Background: an optimization exercise with open tools, aiming at small area. Do not read the settings as production practice. In this exercise RTL edits were held to simulation tests only and were not proved equivalent to the original. Power is estimated from default activity; no workload was simulated. No driver is modelled on the clock port, so clocking that relies on it looks cheaper here than on a real chip.

--- flow/design.v ---
module x10_fifo #(
    parameter WIDTH = 8,
    parameter AW    = 2
) (
    input  wire             clk,
    input  wire             rst,
    input  wire             push,
    input  wire [WIDTH-1:0] wr_data,
    input  wire             pop,
    output wire [WIDTH-1:0] rd_data,
    output wire             empty,
    output wire             full
);
    localparam DEPTH = 1 << AW;
    reg [WIDTH-1:0] mem [0:DEPTH-1];
    reg [AW:0]      wr_ptr;
    reg [AW:0]      rd_ptr;
    assign empty   = (wr_ptr == rd_ptr);
    assign full    = (wr_ptr == {~rd_ptr[AW], rd_ptr[AW-1:0]});
    reg [WIDTH-1:0] rd_or;
    integer i;
    always @(*) begin
        rd_or = {WIDTH{1'b0}};
        for (i = 0; i < DEPTH; i = i + 1)
            rd_or = rd_or | (mem[i] & {WIDTH{rd_ptr[AW-1:0] == i}});
    end
    assign rd_data = rd_or;
    always @(posedge clk) begin
        if (push)
            mem[wr_ptr[AW-1:0]] <= wr_data;
    end
    always @(posedge clk) begin
        if (rst) begin
            wr_ptr <= {(AW+1){1'b0}};
            rd_ptr <= {(AW+1){1'b0}};
        end else begin
            if (push)
                wr_ptr <= wr_ptr + 1'b1;
            if (pop)
                rd_ptr <= rd_ptr + 1'b1;
        end
    end
endmodule
module x10_tx (
    input  wire        clk,
    input  wire        rst,
    input  wire [15:0] cfg_wait,
    input  wire [15:0] cfg_reset,
    input  wire [15:0] cfg_gap,
    input  wire [15:0] cfg_err,
    input  wire [6:0]  cfg_dim_step,
    input  wire        cmd_valid,
    input  wire [1:0]  cmd_kind,
    input  wire [3:0]  cmd_func,
    input  wire [3:0]  cmd_house,
    input  wire [15:0] cmd_units,
    input  wire [6:0]  cmd_percent,
    output reg         st_valid,
    output reg  [2:0]  st_code,
    input  wire        close,
    input  wire        conn_connect,
    input  wire        conn_fix,
    input  wire        line_fail,
    output reg         line1,
    output reg         line0,
    output reg  [1:0]  conn_state,
    output reg         evt_broken,
    output reg         evt_fixed,
    output wire        tx_stopped,
    output wire        sent_valid,
    input  wire        sent_ready,
    output wire [1:0]  sent_func,
    output wire [3:0]  sent_house,
    output wire [15:0] sent_units,
    output wire [6:0]  sent_percent
);
    localparam CONN_DISCONNECTED = 2'd0;
    localparam CONN_CONNECTED    = 2'd1;
    localparam CONN_BROKEN       = 2'd2;
    localparam PH_IDLE  = 3'd0;
    localparam PH_RESET = 3'd1;
    localparam PH_FRAME = 3'd2;
    localparam PH_GAP   = 3'd3;
    localparam PH_PUSH  = 3'd4;
    localparam PH_ERR   = 3'd5;
    localparam PH_STOP  = 3'd6;
    localparam REC_W = 29;
    reg shutdown;
    wire cmd_is_unit = (cmd_kind == 2'd1) && ((cmd_func == 4'd3) || (cmd_func == 4'd4));
    wire cmd_is_dim  = (cmd_kind == 2'd2) && ((cmd_func == 4'd5) || (cmd_func == 4'd6));
    wire cmd_supported = cmd_is_unit || cmd_is_dim;
    wire cmd_pct_big = (cmd_percent > 7'd100);
    wire [6:0] cmd_pct_clamped = cmd_pct_big ? 7'd100 : cmd_percent;
    wire cmd_noop = (cmd_units == 16'd0) || (cmd_kind[1] && (cmd_percent == 7'd0));
    wire [REC_W-1:0] cmd_rec = {cmd_kind[1], ~cmd_func[0], cmd_house, cmd_units, cmd_pct_clamped};
    wire inq_full, inq_empty;
    wire [REC_W-1:0] inq_head;
    wire inq_push = cmd_valid && !shutdown && cmd_supported && !cmd_noop && !inq_full;
    wire inq_pop;
    always @(posedge clk) begin
        if (rst)
            st_valid <= 1'b0;
        else
            st_valid <= cmd_valid;
    end
    always @(posedge clk) begin
        if (shutdown)
            st_code <= 3'd4;
        else if (!cmd_supported)
            st_code <= 3'd2;
        else if (cmd_noop)
            st_code <= 3'd1;
        else if (inq_full)
            st_code <= 3'd3;
        else
            st_code <= 3'd0;
    end
    x10_fifo #(.WIDTH(REC_W), .AW(3)) u_inq (
        .clk     (clk),
        .rst     (rst),
        .push    (inq_push),
        .wr_data (cmd_rec),
        .pop     (inq_pop),
        .rd_data (inq_head),
        .empty   (inq_empty),
        .full    (inq_full)
    );
    reg [2:0]  phase;
    reg [2:0]  step;         
    reg [5:0]  bit_idx;      
    reg [15:0] wcnt;         
    reg        need_reset;
    reg              cur_dim;
    reg              cur_fbit;
    reg [3:0]        cur_house;
    reg [15:0]       cur_units;
    reg [6:0]        cur_pct;
    reg [6:0]        prog;       
    wire [3:0] cur_k = prog[3:0];
    assign tx_stopped = (phase == PH_STOP);
    wire take = (phase == PH_IDLE) && !shutdown && !inq_empty;
    assign inq_pop = take;
    reg [3:0] house_nib;
    always @(*) begin
        case (cur_house)
            4'd0:  house_nib = 4'h6;
            4'd1:  house_nib = 4'h7;
            4'd2:  house_nib = 4'h4;
            4'd3:  house_nib = 4'h5;
            4'd4:  house_nib = 4'h8;
            4'd5:  house_nib = 4'h9;
            4'd6:  house_nib = 4'hA;
            4'd7:  house_nib = 4'hB;
            4'd8:  house_nib = 4'hE;
            4'd9:  house_nib = 4'hF;
            4'd10: house_nib = 4'hC;
            4'd11: house_nib = 4'hD;
            4'd12: house_nib = 4'h0;
            4'd13: house_nib = 4'h1;
            4'd14: house_nib = 4'h2;
            default: house_nib = 4'h3;
        endcase
    end
    reg [3:0] last_k;
    integer i;
    always @(*) begin
        last_k = 4'd0;
        for (i = 0; i < 16; i = i + 1)
            if (cur_units[i])
                last_k = i[3:0];
    end
    wire k_hit = cur_units[cur_k];
    wire [15:0] unit_code = {house_nib, 1'b0, cur_k[3], 2'b00,
                             1'b0, cur_k[2], cur_fbit, cur_k[0], cur_k[1], 3'b000};
    wire [15:0] dim_code  = {house_nib, 4'b0000,
                             1'b1, 1'b0, 1'b0, !cur_fbit, 1'b1, 3'b000};
    wire [15:0] cur_code  = cur_dim ? dim_code : unit_code;
    reg [7:0] cur_byte;
    always @(*) begin
        case (bit_idx[5:3])
            3'd0:    cur_byte = 8'hD5;
            3'd1:    cur_byte = 8'hAA;
            3'd2:    cur_byte = cur_code[15:8];
            3'd3:    cur_byte = cur_code[7:0];
            default: cur_byte = 8'hAD;
        endcase
    end
    wire cur_bit = cur_byte[~bit_idx[2:0]];
    wire last_bit = bit_idx[5] && (bit_idx[2:0] == 3'd7);
    wire in_wait = ((phase == PH_RESET) && (step == 3'd2 || step == 3'd5)) ||
                   ((phase == PH_FRAME) && step[0]) ||
                   (phase == PH_GAP) || (phase == PH_ERR);
    reg op_valid;
    reg op_line;     
    reg op_level;
    always @(*) begin
        op_valid = 1'b0;
        op_line  = 1'b1;
        op_level = 1'b0;
        if (phase == PH_RESET) begin
            case (step)
                3'd0: begin op_valid = 1'b1; op_line = 1'b1; op_level = 1'b0; end
                3'd1: begin op_valid = 1'b1; op_line = 1'b0; op_level = 1'b0; end
                3'd3: begin op_valid = 1'b1; op_line = 1'b1; op_level = 1'b1; end
                3'd4: begin op_valid = 1'b1; op_line = 1'b0; op_level = 1'b1; end
                default: ;
            endcase
        end else if (phase == PH_FRAME) begin
            op_valid = !step[0];
            op_line  = cur_bit;
            op_level = step[1];
        end
    end
    wire op_ok   = (conn_state == CONN_CONNECTED) && !line_fail;
    wire op_fail = op_valid && !op_ok;
    wire [7:0] pct_diff = {1'b0, prog} - {1'b0, cfg_dim_step};
    wire more_frames = cur_dim ? (!pct_diff[7] && (pct_diff[6:0] != 7'd0))
                               : (cur_k != last_k);
    wire sentq_full, sentq_empty;
    wire [REC_W-1:0] sentq_head;
    wire sentq_push = (phase == PH_PUSH) && !sentq_full;
    wire sentq_pop  = sent_valid && sent_ready;
    wire [REC_W-1:0] cur_rec = {cur_dim, cur_fbit, cur_house, cur_units, cur_pct};
    x10_fifo #(.WIDTH(REC_W), .AW(2)) u_sentq (
        .clk     (clk),
        .rst     (rst),
        .push    (sentq_push),
        .wr_data (cur_rec),
        .pop     (sentq_pop),
        .rd_data (sentq_head),
        .empty   (sentq_empty),
        .full    (sentq_full)
    );
    assign sent_valid   = !sentq_empty && !shutdown;
    assign sent_func    = sentq_head[28:27];
    assign sent_house   = sentq_head[26:23];
    assign sent_units   = sentq_head[22:7];
    assign sent_percent = sentq_head[6:0];
    wire wait_done = (wcnt[15:1] == 15'd0);
    wire frame_end = (phase == PH_FRAME) && (step == 3'd3) && last_bit;
    reg [15:0] wait_len;
    always @(*) begin
        if (op_fail)
            wait_len = cfg_err;
        else if (phase == PH_RESET)
            wait_len = cfg_reset;
        else if (frame_end && !more_frames)
            wait_len = cfg_gap;
        else
            wait_len = cfg_wait;
    end
    always @(posedge clk) begin
        if (in_wait && !wait_done)
            wcnt <= wcnt - 16'd1;
        else
            wcnt <= wait_len;
    end
    always @(posedge clk) begin
        if (take) begin
            {cur_dim, cur_fbit, cur_house, cur_units, cur_pct} <= inq_head;
            prog <= inq_head[28] ? inq_head[6:0] : 7'd0;
        end else if (frame_end && wait_done && more_frames) begin
            if (cur_dim)
                prog <= pct_diff[6:0];
            else
                prog[3:0] <= cur_k + 4'd1;
        end else if (!cur_dim && !k_hit) begin
            prog[3:0] <= cur_k + 4'd1;
        end
    end
    always @(posedge clk) begin
        if (rst) begin
            phase      <= PH_IDLE;
            step       <= 3'd0;
            bit_idx    <= 6'd0;
            need_reset <= 1'b1;
        end else begin
            case (phase)
                PH_IDLE: begin
                    if (shutdown) begin
                        phase <= PH_STOP;
                    end else if (!inq_empty) begin
                        step       <= 3'd0;
                        bit_idx    <= 6'd0;
                        phase      <= need_reset ? PH_RESET : PH_FRAME;
                    end
                end
                PH_RESET: begin
                    if (op_fail) begin
                        need_reset <= 1'b1;
                        phase      <= PH_ERR;
                    end else if (step == 3'd2 || step == 3'd5) begin
                        if (wait_done) begin
                            if (step == 3'd5) begin
                                step    <= 3'd0;
                                bit_idx <= 6'd0;
                                phase   <= PH_FRAME;
                            end else begin
                                step <= step + 3'd1;
                            end
                        end
                    end else begin
                        step <= step + 3'd1;
                    end
                end
                PH_FRAME: begin
                    if (op_fail) begin
                        need_reset <= 1'b1;
                        phase      <= PH_ERR;
                    end else if (step[0]) begin
                        if (wait_done) begin
                            step[1] <= ~step[1];
                            step[0] <= 1'b0;
                            if (step[1]) begin
                                if (last_bit) begin
                                    bit_idx <= 6'd0;
                                    if (!more_frames)
                                        phase <= PH_GAP;
                                end else begin
                                    bit_idx <= bit_idx + 6'd1;
                                end
                            end
                        end
                    end else begin
                        step[0] <= 1'b1;
                    end
                end
                PH_GAP: begin
                    if (wait_done)
                        phase <= PH_PUSH;
                end
                PH_PUSH: begin
                    if (!sentq_full) begin
                        need_reset <= 1'b0;
                        phase      <= PH_IDLE;
                    end
                end
                PH_ERR: begin
                    if (wait_done)
                        phase <= PH_IDLE;
                end
                default: phase <= PH_STOP;
            endcase
        end
    end
    always @(posedge clk) begin
        if (rst) begin
            line1      <= 1'b1;
            line0      <= 1'b1;
            conn_state <= CONN_DISCONNECTED;
            shutdown   <= 1'b0;
            evt_broken <= 1'b0;
            evt_fixed  <= 1'b0;
        end else begin
            evt_broken <= 1'b0;
            evt_fixed  <= 1'b0;
            if (op_valid && op_ok) begin
                if (op_line)
                    line1 <= op_level;
                else
                    line0 <= op_level;
            end
            if (close) begin
                shutdown   <= 1'b1;
                conn_state <= CONN_DISCONNECTED;
            end else if (op_valid && (conn_state == CONN_CONNECTED) && line_fail) begin
                conn_state <= CONN_BROKEN;
                evt_broken <= 1'b1;
            end else if ((conn_state == CONN_DISCONNECTED) && conn_connect && !shutdown) begin
                conn_state <= CONN_CONNECTED;
            end else if ((conn_state == CONN_BROKEN) && conn_fix) begin
                conn_state <= CONN_CONNECTED;
                evt_fixed  <= 1'b1;
            end
        end
    end
endmodule
module x10_rx (
    input  wire       clk,
    input  wire       rst,
    input  wire       rx_l1,
    input  wire       rx_l0,
    output reg        dec_valid,
    output wire [1:0] dec_func,
    output wire [3:0] dec_house,
    output wire [3:0] dec_unit,
    output reg        dec_desync
);
    reg       lvl1, lvl0;
    reg       arm1, arm0;    
    reg [5:0] cnt;           
    reg       mism;          
    reg       nz;            
    reg [9:0] sr;
    reg arm1_nx, arm0_nx;
    reg bit_v;
    reg bit_b;
    reg rx_rst;
    always @(*) begin
        arm1_nx = arm1;
        arm0_nx = arm0;
        bit_v   = 1'b0;
        bit_b   = 1'b0;
        rx_rst  = 1'b0;
        if (rx_l1 != lvl1) begin
            if (!rx_l1) begin
                arm0_nx = 1'b0;
                if (!lvl0) begin
                    rx_rst  = 1'b1;
                    arm1_nx = 1'b0;
                end else begin
                    arm1_nx = 1'b1;
                end
            end else if (arm1) begin
                arm1_nx = 1'b0;
                bit_v   = 1'b1;
                bit_b   = 1'b1;
            end
        end
        if (rx_l0 != lvl0) begin
            if (!rx_l0) begin
                arm1_nx = 1'b0;
                if (!rx_l1) begin
                    rx_rst  = 1'b1;
                    arm0_nx = 1'b0;
                end else begin
                    arm0_nx = 1'b1;
                end
            end else if (arm0_nx) begin
                arm0_nx = 1'b0;
                bit_v   = 1'b1;
                bit_b   = 1'b0;
            end
        end
    end
    wire [2:0] byte_i   = cnt[5:3];
    wire       byte_end = (cnt[2:0] == 3'd7);
    wire       in_code  = (byte_i == 3'd2) || (byte_i == 3'd3);
    reg [7:0] exp_byte;
    always @(*) begin
        case (byte_i)
            3'd0:    exp_byte = 8'hD5;
            3'd1:    exp_byte = 8'hAA;
            default: exp_byte = 8'hAD;
        endcase
    end
    wire bad_bit = !in_code && (bit_b != exp_byte[~cnt[2:0]]);
    wire m_nx    = mism || bad_bit;
    wire [3:0] cpos = ~cnt[3:0];
    wire keep = cpos[3:2] == 2'b11 || cpos == 4'd10 ||
                (cpos <= 4'd7 && cpos >= 4'd3);
    wire c10 = sr[5], c7 = sr[4], c6 = sr[3], c5 = sr[2], c4 = sr[1], c3 = sr[0];
    wire good = !m_nx && !nz && (!c7 || (!c10 && !c6 && !c5 && c3));
    always @(posedge clk) begin
        if (rst) begin
            lvl1       <= 1'b1;
            lvl0       <= 1'b1;
            arm1       <= 1'b0;
            arm0       <= 1'b0;
            cnt        <= 6'd0;
            mism       <= 1'b0;
            dec_valid  <= 1'b0;
            dec_desync <= 1'b0;
        end else begin
            lvl1       <= rx_l1;
            lvl0       <= rx_l0;
            arm1       <= arm1_nx;
            arm0       <= arm0_nx;
            dec_valid  <= 1'b0;
            dec_desync <= 1'b0;
            if (rx_rst) begin
                cnt  <= 6'd0;
                mism <= 1'b0;
            end else if (bit_v) begin
                if (!byte_end) begin
                    cnt  <= cnt + 6'd1;
                    mism <= m_nx;
                end else begin
                    mism <= 1'b0;
                    if (byte_i == 3'd4) begin
                        cnt        <= 6'd0;
                        dec_valid  <= good;
                        dec_desync <= !good;
                    end else if (m_nx) begin
                        cnt        <= 6'd0;
                        dec_desync <= 1'b1;
                    end else begin
                        cnt <= cnt + 6'd1;
                    end
                end
            end
        end
    end
    always @(posedge clk) begin
        if (bit_v && in_code) begin
            if (keep)
                sr <= {sr[8:0], bit_b};
            if (cnt[4:0] == 5'd16)
                nz <= 1'b0;
            else if (!keep && bit_b)
                nz <= 1'b1;
        end
    end
    reg [3:0] house_idx;
    always @(*) begin
        case (sr[9:6])
            4'h6: house_idx = 4'd0;
            4'h7: house_idx = 4'd1;
            4'h4: house_idx = 4'd2;
            4'h5: house_idx = 4'd3;
            4'h8: house_idx = 4'd4;
            4'h9: house_idx = 4'd5;
            4'hA: house_idx = 4'd6;
            4'hB: house_idx = 4'd7;
            4'hE: house_idx = 4'd8;
            4'hF: house_idx = 4'd9;
            4'hC: house_idx = 4'd10;
            4'hD: house_idx = 4'd11;
            4'h0: house_idx = 4'd12;
            4'h1: house_idx = 4'd13;
            4'h2: house_idx = 4'd14;
            default: house_idx = 4'd15;
        endcase
    end
    assign dec_house = house_idx;
    assign dec_func  = c7 ? {1'b1, !c4} : {1'b0, c5};
    assign dec_unit  = c7 ? 4'd0 : {c10, c6, c3, c4};
endmodule
module x10_cm17a (
    input  wire        clk,
    input  wire        rst,
    input  wire [15:0] cfg_wait,
    input  wire [15:0] cfg_reset,
    input  wire [15:0] cfg_gap,
    input  wire [15:0] cfg_err,
    input  wire [6:0]  cfg_dim_step,
    input  wire        cmd_valid,
    input  wire [1:0]  cmd_kind,
    input  wire [3:0]  cmd_func,
    input  wire [3:0]  cmd_house,
    input  wire [15:0] cmd_units,
    input  wire [6:0]  cmd_percent,
    output wire        st_valid,
    output wire [2:0]  st_code,
    input  wire        close,
    input  wire        conn_connect,
    input  wire        conn_fix,
    input  wire        line_fail,
    output wire        line1,
    output wire        line0,
    output wire [1:0]  conn_state,
    output wire        evt_broken,
    output wire        evt_fixed,
    output wire        tx_stopped,
    output wire        sent_valid,
    input  wire        sent_ready,
    output wire [1:0]  sent_func,
    output wire [3:0]  sent_house,
    output wire [15:0] sent_units,
    output wire [6:0]  sent_percent,
    input  wire        rx_l1,
    input  wire        rx_l0,
    output wire        dec_valid,
    output wire [1:0]  dec_func,
    output wire [3:0]  dec_house,
    output wire [3:0]  dec_unit,
    output wire        dec_desync
);
    x10_tx u_tx (
        .clk          (clk),
        .rst          (rst),
        .cfg_wait     (cfg_wait),
        .cfg_reset    (cfg_reset),
        .cfg_gap      (cfg_gap),
        .cfg_err      (cfg_err),
        .cfg_dim_step (cfg_dim_step),
        .cmd_valid    (cmd_valid),
        .cmd_kind     (cmd_kind),
        .cmd_func     (cmd_func),
        .cmd_house    (cmd_house),
        .cmd_units    (cmd_units),
        .cmd_percent  (cmd_percent),
        .st_valid     (st_valid),
        .st_code      (st_code),
        .close        (close),
        .conn_connect (conn_connect),
        .conn_fix     (conn_fix),
        .line_fail    (line_fail),
        .line1        (line1),
        .line0        (line0),
        .conn_state   (conn_state),
        .evt_broken   (evt_broken),
        .evt_fixed    (evt_fixed),
        .tx_stopped   (tx_stopped),
        .sent_valid   (sent_valid),
        .sent_ready   (sent_ready),
        .sent_func    (sent_func),
        .sent_house   (sent_house),
        .sent_units   (sent_units),
        .sent_percent (sent_percent)
    );
    x10_rx u_rx (
        .clk        (clk),
        .rst        (rst),
        .rx_l1      (rx_l1),
        .rx_l0      (rx_l0),
        .dec_valid  (dec_valid),
        .dec_func   (dec_func),
        .dec_house  (dec_house),
        .dec_unit   (dec_unit),
        .dec_desync (dec_desync)
    );
endmodule
--- flow/flow/run.sh ---
#!/bin/bash
# The standard layout (standard.sh) with these changes:
#  - synthesis maps logic with an area-oriented ABC script (flow/abc_area.script);
#    registers are mapped by the standard dfflibmap step before ABC, unchanged
#  - port buffers are plain sky130_fd_sc_hd__buf_1 cells
#  - clock tree synthesis inserts no dummy loads
# Each tool's output goes to flow.log here and to the ORFS logs under orfs/logs.
set -euo pipefail
HERE=$PWD
{
  head -n 1 synth_recipe.tcl
  cat <<TCL
proc abc {args} {
  set i [lsearch -exact \$args -script]
  if { \$i >= 0 } { lset args [expr {\$i + 1}] $HERE/flow/abc_area.script }
  yosys abc {*}\$args
}
TCL
  tail -n +2 synth_recipe.tcl
} > my_synth.tcl
sed "s#SYNTH_SCRIPT=[^ ]*#SYNTH_SCRIPT=$HERE/my_synth.tcl#" standard.sh > my_standard.sh
export BUFFER_PORTS_ARGS="-buffer_cell sky130_fd_sc_hd__buf_1"
export CTS_ARGS="-sink_clustering_enable -repair_clock_nets -dont_use_dummy_load -buf_list sky130_fd_sc_hd__clkbuf_8 -sink_clustering_size 16 -sink_clustering_max_diameter 60"
bash my_standard.sh > flow.log 2>&1
--- flow/config.mk ---
export PLATFORM = sky130hd
export DESIGN_NAME = x10_cm17a
export DESIGN_NICKNAME = x10_cm17a
export VERILOG_FILES = /design/flow/design.v
export SDC_FILE = /design/flow/constraint.sdc
export NUM_CORES = 4
export LEC_CHECK = 0
export ABC_AREA = 1
export CAP_MARGIN = 20
export CORE_MARGIN = 2
export CORE_UTILIZATION = 70
export SLEW_MARGIN = 20
--- flow/constraint.sdc ---
create_clock -name core_clock -period 6.0 [get_ports {clk}]
set_input_delay 1.2000 -clock core_clock [delete_from_list [all_inputs] [get_ports {clk}]]
set_output_delay 1.2000 -clock core_clock [all_outputs]
set_load 0.01 [all_outputs]
--- flow/standard.sh ---
#!/bin/bash
# synth_recipe.tcl (not shown) runs the flow's synth.tcl, then flattens the netlist and writes it again
# the make line also repeats each setting of config.mk as NAME=value (left out here)
make -C /OpenROAD-flow-scripts/flow DESIGN_CONFIG=/design/flow/config.mk WORK_HOME=/design/flow/orfs CLKGATE_MAP_FILE= SYNTH_SCRIPT=/design/flow/synth_recipe.tcl "${@:-finish}"
--- flow/flow/abc_area.script ---
strash
&get -n
&st
&if -K 4 -a
&mfs
&st
&deepsyn -T 30
&dch
&put
amap
topo
==> results of run 1 <==
[area by class of cell]
cell class                      instances  share of cell area
Multi-Input combinational cell        695              0.2322
Clock buffer                           38             0.02593
Timing Repair Buffer                  187             0.03870
Sequential cell                       470              0.6624
Tap cell                              335             0.02078
Inverter                              107             0.01991
[synthesized netlist by cell type, drive strengths merged (30+ instances only)]
library cell / number
a21oi: 37
nor2: 113
a222oi: 58
nor3: 39
a221o: 40
dfxtp: 75
ha: 31
a22o: 32
edfxtp: 395
o21ai: 30
nand3: 50
clkinv: 107
nand2: 68
[worst max-delay path, cell delays in order, from the launching register on]
cell	delay (ps)
edfxtp_1	570
clkinv_1	370
ha_1	330
fa_1	390
clkinv_1	70
a21oi_1	60
o21ai_0	210
o21ai_0	140
nand3_1	100
o32a_1	130
nor2_1	40
nor2_1	300
clkinv_1	140
or3_1	370
or2_0	310
nand2_1	270
o221ai_1	190
[how the worst max path moves through the flow]
stage                      startpoint  slack [ps]                        endpoint  cells after the start
2_1_floorplan             cmd_func[0]        1120  u_tx.u_inq.mem[7][0]$_DFFE_PP_                      9
3_3_place_gp          cfg_dim_step[1]        1560          u_tx.prog[2]$_DFFE_PP_                     19
3_5_place_dp          cfg_dim_step[0]        1470          u_tx.prog[3]$_DFFE_PP_                     16
4_1_cts        u_tx.prog[0]$_DFFE_PP_        1750          u_tx.prog[3]$_DFFE_PP_                     16
5_1_grt        u_tx.prog[0]$_DFFE_PP_        1440          u_tx.prog[3]$_DFFE_PP_                     16
6_report       u_tx.prog[0]$_DFFE_PP_        1760          u_tx.prog[3]$_DFFE_PP_                     16
[routing by layer]
metal / GRT usage / routed length, microns / vias to the layer above / part of all wire
li1: - / - / 5550 / -
met1: 0.4001 / 16280 / 5851 / 0.41
met5: 0 / 0 / - / 0
met3: 0.04576 / 3517 / 81 / 0.089
met4: 0.09074 / 964 / 0 / 0.024
met2: 0.4609 / 18670 / 596 / 0.47
[state kept, by name, summed over array words and instances (netlist names), 2 cells and up]
| name | count |
|---|---|
| u_tx.prog | 7 |
| u_tx.cur_units | 16 |
| u_tx.u_inq.mem | 232 |
| u_tx.wcnt | 16 |
| u_tx.phase | 3 |
| u_rx.cnt | 6 |
| u_tx.conn_state | 2 |
| u_tx.house_nib | 4 |
| u_rx.sr | 10 |
| u_tx.cur_pct | 7 |
| u_tx.u_inq.wr_ptr | 4 |
| u_tx.st_code | 3 |
| u_tx.u_sentq.mem | 116 |
| u_tx.u_sentq.rd_ptr | 3 |
| u_tx.u_sentq.wr_ptr | 3 |
| dec_house | 4 |
| u_tx.step | 3 |
| u_tx.bit_idx | 6 |
| u_tx.u_inq.rd_ptr | 4 |
| u_tx.cur_house | 4 |
[cell usage in the layout (no fill, tap or decap), types with 7 or more instances in the layout]
master and count:
nand4_1 8, a222oi_1 58, clkbuf_8 38, nor4_1 11
nor3_1 31, o21ai_0 30, or2_0 7, nand3_1 50
a21oi_1 37, nor3_2 8, edfxtp_1 395, o221ai_1 7
a22o_1 32, dfxtp_1 75, buf_4 21, ha_1 29
clkinv_1 107, a221o_1 40, nor2b_1 12, buf_1 166
a22oi_1 29, a31oi_1 10, a211oi_1 17, nand2_1 68
o22ai_1 16, nor2_1 112, a221oi_1 14
[cell families (layout without fill, tap and decap cells)]
kind of cell / after synthesis / in the layout / synth area share
flops: 470 / 470 / 0.7276
compound gates: 332 / 332 / 0.1450
simple gates: 329 / 329 / 0.08161
buf+inv: 110 / 332 / 0.02269
fa+ha+maj: 32 / 32 / 0.02221
xor+xnor: 2 / 2 / 0.0009539
[power by group]
part	switching, mW	internal (mW)
clock	0.917	0.570
combinational	1.55	0.881
sequential	0.251	3.99
total	2.72	5.44
==> impl_metrics.prom, run 1 <==
# TYPE chip_impl_metric gauge
chip_impl_metric{name="synth_cell_type_count",unit=""} 49
chip_impl_info{name="ys_top_cells_by_area",value="edfxtp_1 65%, dfxtp_1 8.2%, a222oi_1 3.2%"} 1
chip_impl_metric{name="floorplan.rows",unit=""} 59
chip_impl_metric{name="die_h",unit="microns"} 166.0
chip_impl_metric{name="cp.arrival",unit="ps"} 4540
chip_impl_metric{name="mapped_avg_cell_area",unit="sq um"} 14.40
chip_impl_info{name="synth_top_cell_by_area",value="edfxtp_1"} 1
chip_impl_metric{name="die_width",unit="microns"} 166.0
chip_impl_metric{name="mappedNetlistNets",unit=""} 1421
chip_impl_metric{name="instances_no_fill",unit=""} 1832
chip_impl_metric{name="buffer_ports.inserted",unit=""} 166
chip_impl_metric{name="antenna_found_initial",unit=""} 0
chip_impl_info{name="hp-start",value="u_rx.mism$_SDFFE_PP0N_"} 1
chip_impl_metric{name="final_period_minus_worst_setup_slack",unit="ps"} 4239
chip_impl_metric{name="clock_latency",unit="ps"} 570
chip_impl_metric{name="vias",unit=""} 12080
chip_impl_metric{name="clk_transition_reported_paths",unit="ps"} 100
chip_impl_metric{name="final.hold.worst_slack",unit="ps"} 481.1
chip_impl_metric{name="detail_route.first_pass.iterations",unit=""} 9
chip_impl_metric{name="die_area",unit="sq um"} 27550
chip_impl_metric{name="area_delta_synth_final",unit="%"} 9.830
chip_impl_info{name="result_of_the_run",value="timing/DRC/antenna clean"} 1
chip_impl_metric{name="grt_pass1_vias",unit=""} 11630
chip_impl_metric{name="ff_latch_area",unit="sq um"} 13360
chip_impl_metric{name="cap_violations",unit=""} 0
chip_impl_metric{name="place.detailed.instances",unit=""} 1794
chip_impl_metric{name="remaining_drc_errors",unit=""} 0
chip_impl_metric{name="initial_core_util",unit=""} 0.7088
chip_impl_metric{name="antenna_left",unit=""} 0
chip_impl_metric{name="grt_first_pass_wirelength",unit="microns"} 61130
chip_impl_info{name="crit-reg2reg-launch",value="u_tx.prog[0]$_DFFE_PP_"} 1
chip_impl_metric{name="final_max_slew_viol_count",unit=""} 0
chip_impl_metric{name="multiInputGateArea",unit="sq um"} 4684
chip_impl_metric{name="post_cts_resize_count",unit=""} 0
chip_impl_metric{name="detailed_place_hpwl",unit="microns"} 24270
chip_impl_metric{name="initialDrtViolationCount",unit=""} 1432
chip_impl_metric{name="post_synth_top_area_share",unit=""} 0.6458
chip_impl_metric{name="antennaDiodeCount",unit=""} 0
chip_impl_metric{name="synthesis.yosys.warnings",unit=""} 4
chip_impl_metric{name="post_route_clock_period_utilization",unit=""} 0.7065
chip_impl_info{name="timing.hold.worst.class",value="reg -> reg"} 1
chip_impl_info{name="cts-root-buf",value="clkbuf_8"} 1
chip_impl_metric{name="timing.critical_path.fanout_max",unit=""} 11
chip_impl_info{name="rsz0062_at_grt",value="no"} 1
chip_impl_metric{name="worst_hold_path.num_cells",unit=""} 2
chip_impl_metric{name="setup.reg_to_reg.worst_slack",unit="ps"} 1760
chip_impl_metric{name="cts_made_buffers",unit=""} 38
chip_impl_metric{name="globalRouteOverflowTotal",unit=""} 0
chip_impl_metric{name="pin_count",unit=""} 167
chip_impl_metric{name="finalWirelength",unit="microns"} 39430
chip_impl_metric{name="pwr_density_cell",unit="nW/um^2"} 404.8
chip_impl_info{name="crit_type",value="reg -> reg"} 1
chip_impl_metric{name="floorplan.core_area",unit="sq um"} 25910
chip_impl_metric{name="totalNegativeSetupSlack",unit="ps"} 0
chip_impl_metric{name="synth_enable_flop_cells",unit=""} 395
chip_impl_metric{name="dpl_worst_slack",unit="ps"} 1471
chip_impl_metric{name="finalSetupViolCount",unit=""} 0
chip_impl_metric{name="setup_ws",unit="ps"} 1761
chip_impl_metric{name="synth-seq-cells",unit=""} 470
chip_impl_metric{name="fillerInstances",unit=""} 1609
chip_impl_metric{name="design.final.nets",unit=""} 1645
chip_impl_metric{name="grt_util_all_layers",unit=""} 0.2830
chip_impl_metric{name="worstRegToRegCells",unit=""} 16
chip_impl_info{name="post_synth_top_flop",value="edfxtp_1"} 1
chip_impl_metric{name="cts.repair_timing.setup_buffer_count",unit=""} 0
chip_impl_info{name="regToRegEndpoint",value="u_tx.prog[3]$_DFFE_PP_"} 1
chip_impl_metric{name="netlist_area",unit="sq um"} 18370
chip_impl_metric{name="post-route-util",unit=""} 0.7785
chip_impl_info{name="hold_ep",value="u_rx.mism$_SDFFE_PP0N_"} 1
chip_impl_metric{name="report.power.total",unit="mW"} 8.166
chip_impl_metric{name="dpl_cell_area",unit="sq um"} 19650
chip_impl_metric{name="finish.instance_area",unit="sq um"} 20170
chip_impl_info{name="crit_path_end_kind",value="flop"} 1
chip_impl_metric{name="gp_congestion",unit=""} 0.8909
chip_impl_metric{name="clock-skew-final",unit="ps"} 49.55
chip_impl_info{name="worst_setup_path_start_kind",value="flop"} 1
chip_impl_metric{name="synthCells",unit=""} 1275
chip_impl_metric{name="hold_viol",unit=""} 0
chip_impl_metric{name="maximum_number_of_pins_on_one_net_before_global_route_repair",unit=""} 46
chip_impl_metric{name="fmax",unit="GHz"} 0.2359
chip_impl_metric{name="clock_sink_count",unit=""} 470
chip_impl_metric{name="worst_slew_margin_rel",unit=""} 0.3503
chip_impl_metric{name="data_required_critical_path",unit="ps"} 6300
chip_impl_metric{name="ctsHoldBuffers",unit=""} 0
chip_impl_metric{name="htree_num_levels",unit=""} 2
chip_impl_metric{name="route.detailed.vias_per_inst",unit=""} 6.593
chip_impl_info{name="cts_tree",value="yes"} 1
chip_impl_metric{name="cts-root-to-sink-buffers",unit=""} 3
chip_impl_metric{name="ys_async_sr_fraction",unit=""} 0
chip_impl_metric{name="power.static_leakage",unit="nW"} 6.396
chip_impl_metric{name="final_layout_size_suffix_gt1_frac",unit=""} 0.05210
chip_impl_metric{name="worstMarginPinSlew",unit="ps"} 972.5
chip_impl_metric{name="vdd_drop_max",unit="V"} 0.0003256
chip_impl_metric{name="wire_per_inst",unit="microns"} 21.52
chip_impl_metric{name="proportion_of_synthesized_chip_area_in_sequential_cells",unit=""} 0.7276
==> inputs of run 2 (changes only) <==
--- a/flow/flow/run.sh
+++ b/flow/flow/run.sh
@@ -20,5 +20,5 @@
 } > my_synth.tcl
 sed "s#SYNTH_SCRIPT=[^ ]*#SYNTH_SCRIPT=$HERE/my_synth.tcl#" standard.sh > my_standard.sh
 export BUFFER_PORTS_ARGS="-buffer_cell sky130_fd_sc_hd__buf_1"
-export CTS_ARGS="-sink_clustering_enable -repair_clock_nets -dont_use_dummy_load -buf_list sky130_fd_sc_hd__clkbuf_8 -sink_clustering_size 16 -sink_clustering_max_diameter 60"
+export CTS_ARGS="-sink_clustering_enable -repair_clock_nets -dont_use_dummy_load -buf_list sky130_fd_sc_hd__clkbuf_16 -sink_clustering_size 34 -sink_clustering_max_diameter 80"
 bash my_standard.sh > flow.log 2>&1
--- a/flow/config.mk
+++ b/flow/config.mk
@@ -9,4 +9,5 @@
 export CAP_MARGIN = 20
 export CORE_MARGIN = 2
 export CORE_UTILIZATION = 70
+export PLACE_DENSITY = 0.85
 export SLEW_MARGIN = 20
==> run 2 against run 1 <==
Still clean on timing, DRC and antenna. Power fell by 0.71%. Via count rose by 0.75%. Maximum frequency fell by 2.0%. Combinational power barely moved. Setup slack got worse by 86 ps. Cell area fell by 0.27%. Clock power fell by 6%. Worst hold slack improved by 12 ps. Final cell count fell by 0.93%. Critical path type unchanged. Largest cell class unchanged. Largest power group unchanged.
==> impl_metrics.prom, run 2 <==
# TYPE chip_impl_metric gauge
chip_impl_metric{name="cp.arrival",unit="ps"} 4590
chip_impl_metric{name="largest_register_ff_count",unit=""} 232
chip_impl_metric{name="antenna_found_initial",unit=""} 1
chip_impl_metric{name="wire_per_inst",unit="microns"} 21.68
chip_impl_metric{name="totalNegativeSetupSlack",unit="ps"} 0
chip_impl_metric{name="pwr_density_cell",unit="nW/um^2"} 403.1
chip_impl_info{name="ys_top_cells_by_area",value="edfxtp_1 65%, dfxtp_1 8.2%, a222oi_1 3.2%"} 1
chip_impl_metric{name="synthCells",unit=""} 1275
chip_impl_metric{name="synthesis.yosys.warnings",unit=""} 4
chip_impl_info{name="crit_path_end_kind",value="flop"} 1
chip_impl_metric{name="netlist_area",unit="sq um"} 18370
chip_impl_metric{name="switching_power",unit="mW"} 2.685
chip_impl_metric{name="p_comb_frac",unit=""} 0.303
chip_impl_metric{name="cap_violations",unit=""} 0
chip_impl_metric{name="final_layout_size_suffix_gt1_frac",unit=""} 0.03986
chip_impl_metric{name="cts-root-to-sink-buffers",unit=""} 3
chip_impl_metric{name="synth_cell_type_count",unit=""} 49
chip_impl_metric{name="setup_ws",unit="ps"} 1675
chip_impl_metric{name="post_cts_resize_count",unit=""} 0
chip_impl_metric{name="vdd_drop_max",unit="V"} 0.0003908
chip_impl_metric{name="final_period_minus_worst_setup_slack",unit="ps"} 4325
chip_impl_metric{name="post_synth_top_area_share",unit=""} 0.6458
chip_impl_info{name="mostFrequentLayoutCell",value="edfxtp_1"} 1
chip_impl_metric{name="design.final.nets",unit=""} 1628
chip_impl_info{name="cts_tree",value="yes"} 1
chip_impl_metric{name="initialDrtViolationCount",unit=""} 1650
chip_impl_info{name="most-common-layout-cells",value="395 x edfxtp_1, 166 x buf_1, 112 x nor2_1"} 1
chip_impl_metric{name="worstRegToRegCells",unit=""} 16
chip_impl_metric{name="die_area",unit="sq um"} 27550
chip_impl_metric{name="die_width",unit="microns"} 166.0
chip_impl_metric{name="power.static_leakage",unit="nW"} 6.365
chip_impl_info{name="post_synth_top_flop",value="edfxtp_1"} 1
chip_impl_metric{name="mapped_avg_cell_area",unit="sq um"} 14.40
chip_impl_metric{name="grt_util_all_layers",unit=""} 0.2835
chip_impl_metric{name="clock-skew-final",unit="ps"} 45.17
chip_impl_metric{name="clock_latency",unit="ps"} 540
chip_impl_metric{name="grt_first_pass_wirelength",unit="microns"} 62100
chip_impl_metric{name="globalRouteOverflowTotal",unit=""} 0
chip_impl_info{name="timing.hold.worst.class",value="reg -> reg"} 1
chip_impl_metric{name="finalWirelength",unit="microns"} 39340
chip_impl_metric{name="antenna_left",unit=""} 0
chip_impl_metric{name="data_required_critical_path",unit="ps"} 6270
chip_impl_metric{name="detailed_place_hpwl",unit="microns"} 24270
chip_impl_metric{name="grt_pass1_vias",unit=""} 11670
chip_impl_info{name="crit_type",value="reg -> reg"} 1
chip_impl_metric{name="route.detailed.vias_per_inst",unit=""} 6.704
chip_impl_metric{name="ys_async_sr_fraction",unit=""} 0
chip_impl_metric{name="vias",unit=""} 12170
chip_impl_metric{name="clock_sink_count",unit=""} 470
chip_impl_metric{name="htree_num_levels",unit=""} 1
chip_impl_metric{name="gp_congestion",unit=""} 0.9043
chip_impl_metric{name="clk_transition_reported_paths",unit="ps"} 110
chip_impl_metric{name="proportion_of_synthesized_chip_area_in_sequential_cells",unit=""} 0.7276
chip_impl_metric{name="remaining_drc_errors",unit=""} 0
chip_impl_metric{name="floorplan.core_area",unit="sq um"} 25910
chip_impl_info{name="rsz0062_at_grt",value="no"} 1
chip_impl_metric{name="detail_route.first_pass.iterations",unit=""} 6
chip_impl_metric{name="die_h",unit="microns"} 166.0
chip_impl_info{name="synth_top_cell_by_area",value="edfxtp_1"} 1
chip_impl_metric{name="buffer_ports.inserted",unit=""} 166
chip_impl_metric{name="mappedNetlistNets",unit=""} 1421
chip_impl_metric{name="cts_made_buffers",unit=""} 18
chip_impl_metric{name="cts.repair_timing.setup_buffer_count",unit=""} 0
chip_impl_metric{name="worst_slew_margin_rel",unit=""} 0.3641
chip_impl_metric{name="post_route_clock_period_utilization",unit=""} 0.7208
chip_impl_info{name="netlist_top_cells_count",value="395 x edfxtp_1, 113 x nor2_1, 107 x clkinv_1"} 1
chip_impl_metric{name="worstMarginPinSlew",unit="ps"} 951.9
chip_impl_metric{name="area_delta_synth_final",unit="%"} 9.531
chip_impl_info{name="synth.most_common_cell",value="edfxtp_1"} 1
chip_impl_metric{name="pwr-share-seq",unit=""} 0.524
chip_impl_metric{name="initial_core_util",unit=""} 0.7088
chip_impl_metric{name="floorplan.rows",unit=""} 59
chip_impl_metric{name="dpl_worst_slack",unit="ps"} 1483
chip_impl_metric{name="antennaDiodeCount",unit=""} 0
chip_impl_metric{name="finalSetupViolCount",unit=""} 0
chip_impl_metric{name="final_max_slew_viol_count",unit=""} 0
chip_impl_metric{name="maximum_number_of_pins_on_one_net_before_global_route_repair",unit=""} 46
chip_impl_metric{name="report.power.total",unit="mW"} 8.109
chip_impl_metric{name="worst_hold_path.num_cells",unit=""} 0
chip_impl_metric{name="power.clock.fraction",unit=""} 0.173
chip_impl_info{name="worst_setup_path_start_kind",value="flop"} 1
chip_impl_metric{name="p_sw_frac",unit=""} 0.3311
chip_impl_metric{name="pin_count",unit=""} 167
chip_impl_info{name="cts-root-buf",value="clkbuf_16"} 1
chip_impl_metric{name="power_report.internal_total",unit="mW"} 5.424
chip_impl_info{name="result_of_the_run",value="timing/DRC/antenna clean"} 1
chip_impl_metric{name="timing.critical_path.fanout_max",unit=""} 11
chip_impl_metric{name="synth-seq-cells",unit=""} 470
chip_impl_metric{name="ctsHoldBuffers",unit=""} 0
chip_impl_metric{name="hold_viol",unit=""} 0
chip_impl_metric{name="fmax",unit="GHz"} 0.2312
chip_impl_metric{name="synth_enable_flop_cells",unit=""} 395
## run 2: cell counts after synthesis
No cell type changed its count.
## run 2: cell families after synthesis
kind of cell / synth area share
buffers and inverters: 0.02269
XOR/XNOR: 0.0009539
AND/OR/NAND/NOR: 0.08161
flip-flops: 0.7276
AO/OA/AOI/OAI: 0.1450
adder cells (fa/ha/maj): 0.02221
## run 2: layout make-up
type                            count  area (sq um)
Tap cell                          335         419.2
Inverter                          107         401.6
Multi-Input combinational cell    695          4679
Clock buffer                       18         450.4
Fill cell                        1561          5794
Timing Repair Buffer              190         803.3
Sequential cell                   470         13360
## run 2: metrics by stage
step	instance area [sq um]	util	cells	hold slack, ps
floorplan	18370	-	1275	410.3
global placement	19670	0.7590	1797	448.4
global route	20120	0.7764	1815	502.8
detailed placement	19670	0.7590	1797	460.0
finish	20120	0.7764	1815	493.2
CTS	20120	0.7764	1815	491.9
## run 2: critical path, stage by stage (launching register included)
cell and delay, ps:
edfxtp_1 580, clkinv_1 390, ha_1 340, fa_1 400
clkinv_1 80, a21oi_1 60, o21ai_0 260, o21ai_0 160
nand3_1 100, o32a_1 130, nor2_1 40, nor2_1 270
clkinv_1 140, or3_1 380, or2_0 310, nand2_1 270
o221ai_1 180
## run 2: per-layer routing
| metal | part of all wire | GRT usage | vias to the layer above |
|---|---|---|---|
| met1 | 0.39 | 0.4036 | 5921 |
| met3 | 0.099 | 0.04314 | 74 |
| li1 | - | - | 5542 |
| met2 | 0.49 | 0.4638 | 629 |
| met5 | 0.00023 | 0 | - |
| met4 | 0.025 | 0.08544 | 2 |
## run 2: worst paths after layout
kind	endpoint	slack (ps)	start
setup reg to reg	u_tx.prog[3]$_DFFE_PP_	1680	u_tx.prog[0]$_DFFE_PP_
hold / removal	u_rx.sr[3]$_DFFE_PP_	490	u_rx.sr[2]$_DFFE_PP_
setup / recovery	u_tx.prog[3]$_DFFE_PP_	1680	u_tx.prog[0]$_DFFE_PP_
hold reg to reg	u_rx.sr[3]$_DFFE_PP_	490	u_rx.sr[2]$_DFFE_PP_
## run 2: power groups by stage
stage	Clock (mW)	Sequential [mW]	Combinational (mW)
after global routing	1.52	4.28	2.70
after detailed placement	0	4.31	2.41
after global placement	0	4.29	2.35
after floorplan	0	4.22	1.64
after CTS	1.42	4.24	2.43
final	1.40	4.25	2.46
==> inputs of run 3 (changes only) <==
--- a/flow/config.mk
+++ b/flow/config.mk
@@ -9,5 +9,4 @@
 export CAP_MARGIN = 20
 export CORE_MARGIN = 2
 export CORE_UTILIZATION = 70
-export PLACE_DENSITY = 0.85
 export SLEW_MARGIN = 20
==> run 3 against run 2 <==
Still clean on timing, DRC and antenna. Die area did not move. Wire length fell by 1.0%. Sequential power barely moved. Critical endpoint unchanged. Largest cell class unchanged.
==> impl_metrics.prom, run 3 <==
# TYPE chip_impl_metric gauge
chip_impl_info{name="rsz0062_at_grt",value="no"} 1
chip_impl_metric{name="antenna_found_initial",unit=""} 0
chip_impl_metric{name="grt_util_all_layers",unit=""} 0.2777
chip_impl_metric{name="buffer_ports.inserted",unit=""} 166
chip_impl_metric{name="vdd_drop_max",unit="V"} 0.0003252
chip_impl_metric{name="wire_per_inst",unit="microns"} 21.49
chip_impl_metric{name="cp.arrival",unit="ps"} 4540
chip_impl_metric{name="worstMarginPinSlew",unit="ps"} 964.8
chip_impl_info{name="synth.most_common_cell",value="edfxtp_1"} 1
chip_impl_metric{name="cap_violations",unit=""} 0
chip_impl_metric{name="worst_slew_margin_rel",unit=""} 0.3554
chip_impl_metric{name="die_h",unit="microns"} 166.0
chip_impl_metric{name="totalNegativeSetupSlack",unit="ps"} 0
chip_impl_metric{name="grt_pass1_vias",unit=""} 11380
chip_impl_metric{name="mapped_avg_cell_area",unit="sq um"} 14.40
chip_impl_metric{name="die_width",unit="microns"} 166.0
chip_impl_metric{name="netlist_area",unit="sq um"} 18370
chip_impl_metric{name="gp_congestion",unit=""} 0.8909
chip_impl_metric{name="dpl_worst_slack",unit="ps"} 1471
chip_impl_metric{name="floorplan.core_area",unit="sq um"} 25910
chip_impl_metric{name="synthesis.yosys.warnings",unit=""} 4
chip_impl_info{name="timing.hold.worst.class",value="reg -> reg"} 1
chip_impl_info{name="cts-root-buf",value="clkbuf_16"} 1
chip_impl_info{name="result_of_the_run",value="timing/DRC/antenna clean"} 1
chip_impl_metric{name="antenna_left",unit=""} 0
chip_impl_info{name="synth_top_cell_by_area",value="edfxtp_1"} 1
chip_impl_metric{name="cts-root-to-sink-buffers",unit=""} 3
chip_impl_metric{name="pwr_density_cell",unit="nW/um^2"} 402.9
chip_impl_info{name="top_layer_used",value="met4"} 1
chip_impl_metric{name="post_cts_resize_count",unit=""} 0
chip_impl_metric{name="mappedNetlistNets",unit=""} 1421
chip_impl_metric{name="synth-seq-cells",unit=""} 470
chip_impl_metric{name="largest_register_ff_count",unit=""} 232
chip_impl_metric{name="globalRouteOverflowTotal",unit=""} 0
chip_impl_metric{name="post-route-util",unit=""} 0.7757
chip_impl_metric{name="synthCells",unit=""} 1275
chip_impl_metric{name="ctsHoldBuffers",unit=""} 0
chip_impl_metric{name="detail_route.first_pass.iterations",unit=""} 6
chip_impl_metric{name="htree_num_levels",unit=""} 1
chip_impl_metric{name="route.detailed.vias_per_inst",unit=""} 6.554
chip_impl_metric{name="met2_length",unit="microns"} 18500
chip_impl_metric{name="clock_sink_count",unit=""} 470
chip_impl_metric{name="grt_first_pass_wirelength",unit="microns"} 60440
chip_impl_metric{name="antennaDiodeCount",unit=""} 0
chip_impl_metric{name="hold_viol",unit=""} 0
chip_impl_info{name="most-common-layout-cells",value="395 x edfxtp_1, 166 x buf_1, 112 x nor2_1"} 1
chip_impl_info{name="ys_top_cells_by_area",value="edfxtp_1 65%, dfxtp_1 8.2%, a222oi_1 3.2%"} 1
chip_impl_metric{name="clock-skew-final",unit="ps"} 73.28
chip_impl_metric{name="initial_core_util",unit=""} 0.7088
chip_impl_metric{name="clk_transition_reported_paths",unit="ps"} 120
chip_impl_metric{name="data_required_critical_path",unit="ps"} 6260
chip_impl_metric{name="cts.repair_timing.setup_buffer_count",unit=""} 0
chip_impl_metric{name="post_route_clock_period_utilization",unit=""} 0.7133
chip_impl_info{name="cts_tree",value="yes"} 1
chip_impl_metric{name="finalWirelength",unit="microns"} 38940
chip_impl_metric{name="cts_made_buffers",unit=""} 18
chip_impl_metric{name="setup_ws",unit="ps"} 1720
chip_impl_metric{name="final.hold.worst_slack",unit="ps"} 485.9
chip_impl_metric{name="detailed_place_hpwl",unit="microns"} 24270
chip_impl_metric{name="wl_met1",unit="microns"} 16250
chip_impl_metric{name="finalSetupViolCount",unit=""} 0
chip_impl_metric{name="area_delta_synth_final",unit="%"} 9.435
chip_impl_metric{name="post_synth_top_area_share",unit=""} 0.6458
chip_impl_metric{name="remaining_drc_errors",unit=""} 0
chip_impl_metric{name="proportion_of_synthesized_chip_area_in_sequential_cells",unit=""} 0.7276
chip_impl_metric{name="power.static_leakage",unit="nW"} 6.345
chip_impl_metric{name="floorplan.rows",unit=""} 59
chip_impl_metric{name="pin_count",unit=""} 167
chip_impl_info{name="crit_type",value="reg -> reg"} 1
chip_impl_metric{name="final_max_slew_viol_count",unit=""} 0
chip_impl_info{name="crit_path_end_kind",value="flop"} 1
chip_impl_metric{name="initialDrtViolationCount",unit=""} 1577
chip_impl_metric{name="report.power.total",unit="mW"} 8.097
chip_impl_metric{name="clock_latency",unit="ps"} 550
chip_impl_metric{name="fmax",unit="GHz"} 0.2337
chip_impl_info{name="post_synth_top_flop",value="edfxtp_1"} 1
chip_impl_metric{name="die_area",unit="sq um"} 27550
chip_impl_metric{name="design.final.nets",unit=""} 1625
chip_impl_metric{name="synth_cell_type_count",unit=""} 49
chip_impl_info{name="netlist_top_cells_count",value="395 x edfxtp_1, 113 x nor2_1, 107 x clkinv_1"} 1
chip_impl_metric{name="maximum_number_of_pins_on_one_net_before_global_route_repair",unit=""} 46
chip_impl_metric{name="vias",unit=""} 11880
chip_impl_metric{name="dr_wl_met3",unit="microns"} 3191
chip_impl_metric{name="timing.critical_path.fanout_max",unit=""} 11
chip_impl_metric{name="synth_enable_flop_cells",unit=""} 395
chip_impl_info{name="mostFrequentLayoutCell",value="edfxtp_1"} 1
chip_impl_metric{name="final_period_minus_worst_setup_slack",unit="ps"} 4280
chip_impl_metric{name="ys_async_sr_fraction",unit=""} 0
chip_impl_metric{name="final_layout_size_suffix_gt1_frac",unit=""} 0.03927
chip_impl_info{name="worst_setup_path_start_kind",value="flop"} 1
[run 3: report_power, final]
| part | switching, mW | total (mW) | internal (mW) | leakage, nW |
|---|---|---|---|---|
| combinational | 1.56 | 2.44 | 0.881 | 1.94 |
| clock | 0.867 | 1.41 | 0.546 | 0.222 |
| sequential | 0.253 | 4.25 | 3.99 | 4.18 |
[run 3: area by class of cell]
cell class | instances | area [sq um]
Inverter | 107 | 401.6
Timing Repair Buffer | 187 | 780.7
Multi-Input combinational cell | 695 | 4684
Tap cell | 335 | 419.2
Sequential cell | 470 | 13360
Fill cell | 1613 | 5812
Clock buffer | 18 | 450.4
[run 3: worst paths after layout]
path,startpoint,end,slack (ps),cells after the start
setup / recovery,u_tx.prog[0]$_DFFE_PP_,u_tx.prog[3]$_DFFE_PP_,1720,16
hold / removal,u_tx.conn_state[0]$_SDFFE_PP0P_,u_tx.conn_state[1]$_SDFFE_PP0P_,490,2
setup reg to reg,u_tx.prog[0]$_DFFE_PP_,u_tx.prog[3]$_DFFE_PP_,1720,16
hold reg to reg,u_tx.conn_state[0]$_SDFFE_PP0P_,u_tx.conn_state[1]$_SDFFE_PP0P_,490,2
[run 3: cells by family after synthesis]
kind of cell | after synthesis | share of synthesized area
and+or+nand+nor | 329 | 0.08161
xor gates and xnor gates | 2 | 0.0009539
buffers and inverters | 110 | 0.02269
AOI/OAI and AO/OA | 332 | 0.1450
adders and majority gates | 32 | 0.02221
DFF | 470 | 0.7276
[run 3: critical path: stages (launching register included)]
cell and delay [ps]:
edfxtp_1 570, clkinv_1 390, ha_1 340, fa_1 390, clkinv_1 70, a21oi_1 60
o21ai_0 210, o21ai_0 140, nand3_1 110, o32a_1 130, nor2_1 40, nor2_1 300
clkinv_1 140, or3_1 370, or2_0 310, nand2_1 270, o221ai_1 190
[run 3: layer usage]
layer  GRT usage  vias up
met5           0        -
met1      0.4064     5734
met2      0.4521      563
li1            -     5512
met4     0.08280        0
met3     0.02979       66
[run 3: through the flow]
stage               area [sq um]  std cells
detailed placement         19650       1794
finish                     20100       1812
CTS                        20100       1812
global placement           19650       1794
global route               20100       1812
floorplan                  18370       1275
==> inputs of run 4 (changes only) <==
--- a/flow/config.mk
+++ b/flow/config.mk
@@ -8,5 +8,5 @@
 export ABC_AREA = 1
 export CAP_MARGIN = 20
 export CORE_MARGIN = 2
-export CORE_UTILIZATION = 70
+export CORE_UTILIZATION = 85
 export SLEW_MARGIN = 20
==> run 4 against run 3 <==
The flow now stops in global routing. Synthesized cell count stayed put. Synthesized area stayed put.
==> impl_metrics.prom, run 4 <==
# TYPE chip_impl_metric gauge
chip_impl_info{name="netlist_top_cells_count",value="395 x edfxtp_1, 113 x nor2_1, 107 x clkinv_1"} 1
chip_impl_metric{name="clock_sink_count",unit=""} 470
chip_impl_metric{name="synth-seq-cells",unit=""} 470
chip_impl_metric{name="detailed_place_hpwl",unit="microns"} 32890
chip_impl_metric{name="cts-root-to-sink-buffers",unit=""} 3
chip_impl_metric{name="floorplan.rows",unit=""} 53
chip_impl_metric{name="dpl_worst_slack",unit="ps"} 1263
chip_impl_info{name="synth_top_cell_by_area",value="edfxtp_1"} 1
chip_impl_info{name="ys_top_cells_by_area",value="edfxtp_1 65%, dfxtp_1 8.2%, a222oi_1 3.2%"} 1
chip_impl_metric{name="die_width",unit="microns"} 151.0
chip_impl_metric{name="grt_util_all_layers",unit=""} 0.6312
chip_impl_metric{name="mapped_avg_cell_area",unit="sq um"} 14.40
chip_impl_metric{name="post_cts_resize_count",unit=""} 0
chip_impl_info{name="synth.most_common_cell",value="edfxtp_1"} 1
chip_impl_metric{name="post_synth_top_area_share",unit=""} 0.6458
chip_impl_metric{name="synth_enable_flop_cells",unit=""} 395
chip_impl_info{name="post_synth_top_flop",value="edfxtp_1"} 1
chip_impl_metric{name="netlist_area",unit="sq um"} 18370
chip_impl_metric{name="globalRouteOverflowTotal",unit=""} 28
chip_impl_metric{name="synth_cell_type_count",unit=""} 49
chip_impl_metric{name="buffer_ports.inserted",unit=""} 166
chip_impl_info{name="err",value="[ERROR GRT-0232] Routing congestion too high. Check the congestion heatmap in the GUI."} 1
chip_impl_metric{name="ys_async_sr_fraction",unit=""} 0
chip_impl_metric{name="gp_congestion",unit=""} 0.9564
chip_impl_metric{name="place.detailed.instances",unit=""} 1735
chip_impl_metric{name="maximum_number_of_pins_on_one_net_before_global_route_repair",unit=""} 46
chip_impl_info{name="result_of_the_run",value="did not finish"} 1
chip_impl_info{name="cts-root-buf",value="clkbuf_16"} 1
chip_impl_metric{name="cts.repair_timing.setup_buffer_count",unit=""} 0
chip_impl_metric{name="proportion_of_synthesized_chip_area_in_sequential_cells",unit=""} 0.7276
chip_impl_metric{name="initial_core_util",unit=""} 0.8710
chip_impl_metric{name="ctsHoldBuffers",unit=""} 0
chip_impl_metric{name="synthesis.yosys.warnings",unit=""} 4
chip_impl_metric{name="pin_count",unit=""} 167
chip_impl_info{name="haltStage",value="global routing"} 1
chip_impl_metric{name="die_h",unit="microns"} 151.0
chip_impl_metric{name="synthCells",unit=""} 1275
chip_impl_metric{name="htree_num_levels",unit=""} 1
chip_impl_metric{name="mappedNetlistNets",unit=""} 1421
chip_impl_metric{name="cts_made_buffers",unit=""} 17
## run 4: cell counts after synthesis
No cell type changed its count.
## run 4: power by group through the flow
stage / logic, mW / clock network, mW / registers (mW)
after global placement: 2.32 / 0 / 4.29
after CTS: 2.69 / 1.39 / 4.29
after detailed placement: 2.55 / 0 / 4.34
after floorplan: 1.64 / 0 / 4.22
## run 4: metrics by stage
step | utilization | cell area, sq um
after floorplan | - | 18370
after CTS | 0.9485 | 20000
after detailed placement | 0.9283 | 19580
after global placement | 0.9283 | 19580
## run 4: worst max-delay path by stage
stage / from / end / slack, ps / cells past startpoint
3_5_place_dp: cfg_dim_step[1] / u_tx.prog[2]$_DFFE_PP_ / 1260 / 19
2_1_floorplan: cmd_func[0] / u_tx.u_inq.mem[7][0]$_DFFE_PP_ / 1120 / 9
3_3_place_gp: cfg_dim_step[1] / u_tx.prog[3]$_DFFE_PP_ / 1700 / 19
4_1_cts: u_tx.prog[0]$_DFFE_PP_ / u_tx.prog[2]$_DFFE_PP_ / 1490 / 18
## run 4: metal layers
| layer | GRT overflow | global-route usage |
|---|---|---|
| met5 | 0 | 0.1614 |
| met4 | 13 | 0.5836 |
| met3 | 4 | 0.3976 |
| met2 | 11 | 0.8411 |
| met1 | 0 | 0.6671 |
## run 4: kinds of logic after synthesis
| logic type | count (synthesis) | share of synthesized area |
|---|---|---|
| flip-flops | 470 | 0.7276 |
| AO/OA/AOI/OAI | 332 | 0.1450 |
| AND/OR/NAND/NOR | 329 | 0.08161 |
| buffers and inverters | 110 | 0.02269 |
| adder cells (fa/ha/maj) | 32 | 0.02221 |
| XOR/XNOR | 2 | 0.0009539 |
==> inputs of run 5 (changes only) <==
--- a/flow/flow/run.sh
+++ b/flow/flow/run.sh
@@ -20,5 +20,5 @@
 } > my_synth.tcl
 sed "s#SYNTH_SCRIPT=[^ ]*#SYNTH_SCRIPT=$HERE/my_synth.tcl#" standard.sh > my_standard.sh
 export BUFFER_PORTS_ARGS="-buffer_cell sky130_fd_sc_hd__buf_1"
-export CTS_ARGS="-sink_clustering_enable -repair_clock_nets -dont_use_dummy_load -buf_list sky130_fd_sc_hd__clkbuf_16 -sink_clustering_size 34 -sink_clustering_max_diameter 80"
+export CTS_ARGS="-sink_clustering_enable -repair_clock_nets -dont_use_dummy_load -buf_list sky130_fd_sc_hd__clkbuf_16 -sink_clustering_size 40 -sink_clustering_max_diameter 80"
 bash my_standard.sh > flow.log 2>&1
==> run 5 against run 4 <==
The flow again stops in global routing. Synthesized area unchanged. Synthesized cell count unchanged.
==> impl_metrics.prom, run 5 <==
# TYPE chip_impl_metric gauge
chip_impl_metric{name="netlist_area",unit="sq um"} 18370
chip_impl_metric{name="detailed_place_hpwl",unit="microns"} 32890
chip_impl_metric{name="post_synth_top_area_share",unit=""} 0.6458
chip_impl_metric{name="pin_count",unit=""} 167
chip_impl_info{name="netlist_top_cells_count",value="395 x edfxtp_1, 113 x nor2_1, 107 x clkinv_1"} 1
chip_impl_metric{name="die_h",unit="microns"} 151.0
chip_impl_metric{name="die_width",unit="microns"} 151.0
chip_impl_metric{name="cts-root-to-sink-buffers",unit=""} 3
chip_impl_metric{name="grt_util_all_layers",unit=""} 0.6170
chip_impl_metric{name="maximum_number_of_pins_on_one_net_before_global_route_repair",unit=""} 46
chip_impl_metric{name="ctsHoldBuffers",unit=""} 0
chip_impl_metric{name="initial_core_util",unit=""} 0.8710
chip_impl_metric{name="gp_congestion",unit=""} 0.9564
chip_impl_metric{name="globalRouteOverflowTotal",unit=""} 5
chip_impl_info{name="synth_top_cell_by_area",value="edfxtp_1"} 1
chip_impl_metric{name="synthesis.yosys.warnings",unit=""} 4
chip_impl_metric{name="clock_sink_count",unit=""} 470
chip_impl_metric{name="proportion_of_synthesized_chip_area_in_sequential_cells",unit=""} 0.7276
chip_impl_metric{name="synthCells",unit=""} 1275
chip_impl_info{name="ys_top_cells_by_area",value="edfxtp_1 65%, dfxtp_1 8.2%, a222oi_1 3.2%"} 1
chip_impl_info{name="result_of_the_run",value="did not finish"} 1
chip_impl_metric{name="grt_pass1_vias",unit=""} 16270
chip_impl_metric{name="mapped_avg_cell_area",unit="sq um"} 14.40
chip_impl_metric{name="floorplan.rows",unit=""} 53
chip_impl_info{name="synth.most_common_cell",value="edfxtp_1"} 1
chip_impl_info{name="haltStage",value="global routing"} 1
chip_impl_metric{name="mappedNetlistNets",unit=""} 1421
chip_impl_info{name="post_synth_top_flop",value="edfxtp_1"} 1
chip_impl_metric{name="synth-seq-cells",unit=""} 470
chip_impl_metric{name="ys_async_sr_fraction",unit=""} 0
chip_impl_info{name="cts-root-buf",value="clkbuf_16"} 1
chip_impl_metric{name="grt_first_pass_wirelength",unit="microns"} 99340
chip_impl_metric{name="cts_made_buffers",unit=""} 16
chip_impl_metric{name="synth_enable_flop_cells",unit=""} 395
chip_impl_metric{name="htree_num_levels",unit=""} 1
chip_impl_metric{name="post_cts_resize_count",unit=""} 0
chip_impl_info{name="err",value="[ERROR GRT-0116] Global routing finished with congestion. Check the congestion regions in the DRC Viewer."} 1
chip_impl_metric{name="synth_cell_type_count",unit=""} 49
chip_impl_metric{name="cts.repair_timing.setup_buffer_count",unit=""} 0
chip_impl_metric{name="buffer_ports.inserted",unit=""} 166
chip_impl_metric{name="place.detailed.instances",unit=""} 1735
-- run 5: logic make-up after synthesis --
logic type	Yosys count	synth area share
flip-flops	470	0.7276
AO/OA/AOI/OAI	332	0.1450
AND/OR/NAND/NOR	329	0.08161
buffers and inverters	110	0.02269
adder cells (fa/ha/maj)	32	0.02221
XOR/XNOR	2	0.0009539
-- run 5: routing by layer --
layer	track usage	overflow
met3	0.3964	2
met2	0.8259	1
met1	0.6650	0
met4	0.5308	2
met5	0.1273	0
-- run 5: how the worst max path moves through the flow --
stage / to / cells past startpoint / slack [ps] / startpoint
after floorplan: u_tx.u_inq.mem[7][0]$_DFFE_PP_ / 9 / 1120 / cmd_func[0]
after global placement: u_tx.prog[3]$_DFFE_PP_ / 19 / 1700 / cfg_dim_step[1]
after detailed placement: u_tx.prog[2]$_DFFE_PP_ / 19 / 1260 / cfg_dim_step[1]
after CTS: u_tx.wcnt[8]$_DFF_P_ / 14 / 1330 / u_tx.phase[1]$_SDFFE_PP0P_
-- run 5: through the flow --
| stage | area [sq um] | hold slack [ps] | setup slack [ps] | total power [mW] |
|---|---|---|---|---|
| 2_1_floorplan | 18370 | 410.3 | 1115 | 5.866 |
| 3_3_place_gp | 19580 | 445.3 | 1695 | 6.604 |
| 3_5_place_dp | 19580 | 459.1 | 1263 | 6.889 |
| 4_1_cts | 19980 | 463.9 | 1335 | 8.414 |
-- run 5: power by group through the flow --
stage          clock, mW  sequential [mW]  combinational (mW)
4_1_cts             1.36             4.30                2.76
3_5_place_dp           0             4.34                2.55
3_3_place_gp           0             4.29                2.32
2_1_floorplan          0             4.22                1.64

port drivers added, routing unchanged:
How much do the figures lean on ideal ports? The routed layouts below were timed once more, with nothing changed but the port constraints.
Step 1 assumes that a clkbuf_16 drives the clock port and a buf_2 every other input.
Step 2 times the ports against the registers' clock, not the clock port: input delays grow and output delays shrink by t, the midpoint of the rising clock arrivals with the driver on.
a / b / c = no drivers / after step 1 / after step 2; a / b = the first two.
run | t (ns) | setup WS [ns] | worst setup path after step 2
run 1 | 0.597 | 1.761 / 1.761 / 1.413 | input to register
run 2 | 0.567 | 1.675 / 1.675 / 1.389 | input to register
run 3 | 0.567 | 1.720 / 1.720 / 1.387 | input to register
After both steps setup and hold are still met in every run listed. The setup slack of run 1, which loses most, moves by 0.000 ns with the drivers and by -0.348 ns with both steps.
